This is an optimization exercise on Yosys and OpenROAD, whose aim is small area, not a production implementation.
Where RTL was checked, it was by simulation tests only, not by an equivalence proof against the original.
Power is estimated from default activity; no workload was simulated.

==> flow/design.v (excerpt) <==
module relaymux (
    input  logic        clk,
    input  logic        rst,
    input  logic        tick,
    input  logic [1:0]  btn_raw,
    input  logic        cmd_valid,
    input  logic [31:0] cmd_data,
    input  logic        cmd_last,
    input  logic        cmd_err,
    input  logic        rsp_ready,
    output logic [7:0]  relay_out,
    output logic        cmd_ready,
    output logic        rsp_valid,
    output logic [31:0] rsp_data,
    output logic        rsp_last,
    output logic        busy,
    output logic [1:0]  man_evt,
    output logic        man_evt_stb
);
Settings: LEC_CHECK=0, CAP_MARGIN=20, CORE_MARGIN=2, CORE_UTILIZATION=40, CTS_BUF_LIST=sky130_fd_sc_hd__clkbuf_8, PLACE_DENSITY=0.6, SLEW_MARGIN=20; clock period 10.0 ns.
standard.sh (not shown) runs the stock make flow with config.mk's settings and CLKGATE_MAP_FILE= SYNTH_SCRIPT=/design/flow/synth_recipe.tcl, a recipe that flattens the netlist after the stock synthesis.
==> flow/flow/run.sh <==
#!/bin/bash
# The standard synthesis, then the standard layout with the ports
# buffered by the smallest buffer and non-critical gates sized down after
# global routing. ORFS writes each step's log under orfs/logs; the make
# output of each part goes to its own log here.
set -euo pipefail
bash standard.sh synth > synth.log 2>&1
export BUFFER_PORTS_ARGS="-buffer_cell sky130_fd_sc_hd__buf_1"
export RECOVER_POWER=100
bash standard.sh finish > layout.log 2>&1
Next try:
==> flow/flow/run.sh (replaced) <==
#!/bin/bash
# The standard synthesis, then the standard layout with: the ports
# buffered by the smallest buffer, one tie cell per constant kept as
# synthesis made it, and non-critical gates sized down after global
# routing. ORFS writes each step's log under orfs/logs; the make output of
# each part goes to its own log here.
set -euo pipefail
bash standard.sh synth > synth.log 2>&1
export BUFFER_PORTS_ARGS="-buffer_cell sky130_fd_sc_hd__buf_1"
export SKIP_REPAIR_TIE_FANOUT=1
export RECOVER_POWER=100
bash standard.sh finish > layout.log 2>&1
CTS_CLUSTER_DIAMETER = 200   (was unset)
CTS_CLUSTER_SIZE = 40   (was unset)
Effect:
- The changed run completed without violations
- setup slack loses 0.024 ns
- synthesized area does not change
- count of clock-buffer cells in the layout does not change
- design area is about the same
- utilization barely changes
- wire length shrinks by 0.35%
- cell count shrinks by 1.0%
- register-to-register slack gains 0.03 ns
- worst hold slack loses 0.0059 ns
- clock skew barely changes
Next try:
==> flow/run.sh (new file) <==
#!/bin/bash
# synth_recipe.tcl (not shown) runs the flow's synth.tcl, then flattens the netlist and writes it again
# the make line also repeats each setting of config.mk as NAME=value (left out here)
make -C /OpenROAD-flow-scripts/flow DESIGN_CONFIG=/design/flow/config.mk WORK_HOME=/design/flow/orfs CLKGATE_MAP_FILE= SYNTH_SCRIPT=/design/flow/synth_recipe.tcl finish
CTS_BUF_LIST = unset   (was sky130_fd_sc_hd__clkbuf_8)
CTS_CLUSTER_DIAMETER = unset   (was 200)
CTS_CLUSTER_SIZE = unset   (was 40)
removed: flow/flow/run.sh
removed: flow/standard.sh
Design area rose by 7.9%.
Count of clock-buffer cells in the layout does not change.
Global-route usage stays flat.
Next try:
==> flow/flow/run.sh (new file) <==
#!/bin/bash
# The standard synthesis, then the standard layout with the ports
# buffered by the smallest buffer. ORFS writes each step's log under
# orfs/logs; the make output of each part goes to its own log here.
set -euo pipefail
bash standard.sh synth > synth.log 2>&1
BUFFER_PORTS_ARGS="-buffer_cell sky130_fd_sc_hd__buf_1" bash standard.sh finish > layout.log 2>&1
==> flow/standard.sh (new file) <==
#!/bin/bash
# synth_recipe.tcl (not shown) runs the flow's synth.tcl, then flattens the netlist and writes it again
# the make line also repeats each setting of config.mk as NAME=value (left out here)
make -C /OpenROAD-flow-scripts/flow DESIGN_CONFIG=/design/flow/config.mk WORK_HOME=/design/flow/orfs CLKGATE_MAP_FILE= SYNTH_SCRIPT=/design/flow/synth_recipe.tcl "${@:-finish}"
removed: flow/run.sh
=> Design area came out lower by 5.3%. Sequential power barely changes. Synthesized cell count does not change.
Next try:
==> flow/flow/run.sh (replaced) <==
#!/bin/bash
# The standard synthesis, then the standard layout with: the ports
# buffered by the smallest buffer, one tie cell per constant kept as
# synthesis made it, and non-critical gates sized down after global
# routing. ORFS writes each step's log under orfs/logs; the make output of
# each part goes to its own log here.
set -euo pipefail
bash standard.sh synth > synth.log 2>&1
export BUFFER_PORTS_ARGS="-buffer_cell sky130_fd_sc_hd__buf_1"
export SKIP_REPAIR_TIE_FANOUT=1
export RECOVER_POWER=100
bash standard.sh finish > layout.log 2>&1
CTS_BUF_LIST = sky130_fd_sc_hd__clkbuf_16   (was unset)
CTS_CLUSTER_DIAMETER = 500   (was unset)
CTS_CLUSTER_SIZE = 80   (was unset)
Effect:
- final area is lower by about 0.8%
- core utilization is lower by 0.35 points
- combinational power is higher by about 1%

========
== run A ==
relaymux, a different RTL version from the one above (not shown whole).
Size: roughly 880 cells after synthesis, about 78 flip-flops, about 88 I/O pins, about 0.0069 mm² of cells after synthesis.
clock: 10.0 ns
lec_check: 0
cap_margin: 20
core_margin: 2
core_utilization: 40
place_density: 0.6
slew_margin: 20
==> flow/flow/run.sh <==
#!/bin/bash
# The standard synthesis, then the standard layout with: the ports
# buffered by the smallest buffer, one tie cell per constant kept as
# synthesis made it, and a clock tree of clkbuf_8 without dummy loads.
# ORFS writes each step's log under orfs/logs; the make output of each part
# goes to its own log here.
set -euo pipefail
bash standard.sh synth > synth.log 2>&1
export BUFFER_PORTS_ARGS="-buffer_cell sky130_fd_sc_hd__buf_1"
export SKIP_REPAIR_TIE_FANOUT=1
export CTS_ARGS="-sink_clustering_enable -repair_clock_nets -buf_list sky130_fd_sc_hd__clkbuf_8 -dont_use_dummy_load"
bash standard.sh finish > layout.log 2>&1
Input-level comparison between run B and run A:
==> flow/flow/run.sh <==
#!/bin/bash
# The standard synthesis, then the standard layout with: the ports
# buffered by the smallest buffer, one tie cell per constant kept as
# synthesis made it, a clock tree of clkbuf_8 without dummy loads, and
# non-critical gates sized down after global routing. ORFS writes each
# step's log under orfs/logs; the make output of each part goes to its own
# log here.
set -euo pipefail
bash standard.sh synth > synth.log 2>&1
export BUFFER_PORTS_ARGS="-buffer_cell sky130_fd_sc_hd__buf_1"
export SKIP_REPAIR_TIE_FANOUT=1
export RECOVER_POWER=100
export CTS_ARGS="-sink_clustering_enable -repair_clock_nets -buf_list sky130_fd_sc_hd__clkbuf_8 -dont_use_dummy_load"
bash standard.sh finish > layout.log 2>&1
### Flow results
- Status: clock skew parity (run B, run A)
- Comparing run B and run A, the higher power density over cell area was measured on run B.
- Looking at total power consumption of the routed design, run B sits about 0.5% lower than run A does.
- The remaining max-slew budget at the tightest pin of run B is lower than that of run A.
- When run B is measured against run A, its share of layout cells above drive strength 1 turns out 1.0 points lower.
- Between run A and run B, the flow reports final cell area excluding filler cells decreasing slightly.
- The run with more setup slack is run A; run B has less.
- Core util | run B vs run A | run B lower
- Comparing signed area change from the synthesized netlist to the final layout for run B and run A, the bigger number came from run A.
- Shortest period the worst path allows: run B and run A compared, lower one is run A
Function was not checked in any run of this note: the RTL went through the layout flow alone.

## separate check: timing with driven ports
The flow's constraints put no driver on any port. The routed layouts listed below were extracted and timed again, unchanged, in two steps.
Step 1 (the two cells are an assumption about what drives the block):
set clk [get_ports {clk}]
set_driving_cell -lib_cell sky130_fd_sc_hd__clkbuf_16 $clk
set_driving_cell -lib_cell sky130_fd_sc_hd__buf_2 [delete_from_list [all_inputs] $clk]
Step 2 adds t to the input delays and takes it off the output delays; t is the mean of the earliest and latest rising clock arrival at the registers after step 1. Input paths then give back, and output paths get back, about the clock's delay inside the block.
Three values: no drivers, after step 1, after step 2; two values: the first two.
run	t, ns	slack for setup (ns)	worst setup path at the end	latest minus earliest clock arrival (ns)	slew at the worst register clock pin (ns)
the first run of note 1	0.416	2.849 / 2.860 / 2.443	input to register	0.016 / 0.015	0.11 / 0.11
the second run of note 1	0.420	2.825 / 2.839 / 2.419	input to register	0.018 / 0.018	0.10 / 0.10
the third run of note 1	0.393	2.925 / 2.941 / 2.549	input to register	0.010 / 0.009	0.07 / 0.07
the fourth run of note 1	0.396	3.277 / 3.290 / 2.894	input to register	0.010 / 0.010	0.07 / 0.07
the fifth run of note 1	0.390	2.777 / 2.798 / 2.408	input to register	0.015 / 0.014	0.07 / 0.07
run A	0.404	3.808 / 3.825 / 3.420	input to register	0.031 / 0.031	0.10 / 0.10
run B	0.401	2.865 / 2.881 / 2.479	input to register	0.031 / 0.031	0.09 / 0.09
After both steps every run listed still meets setup and hold.
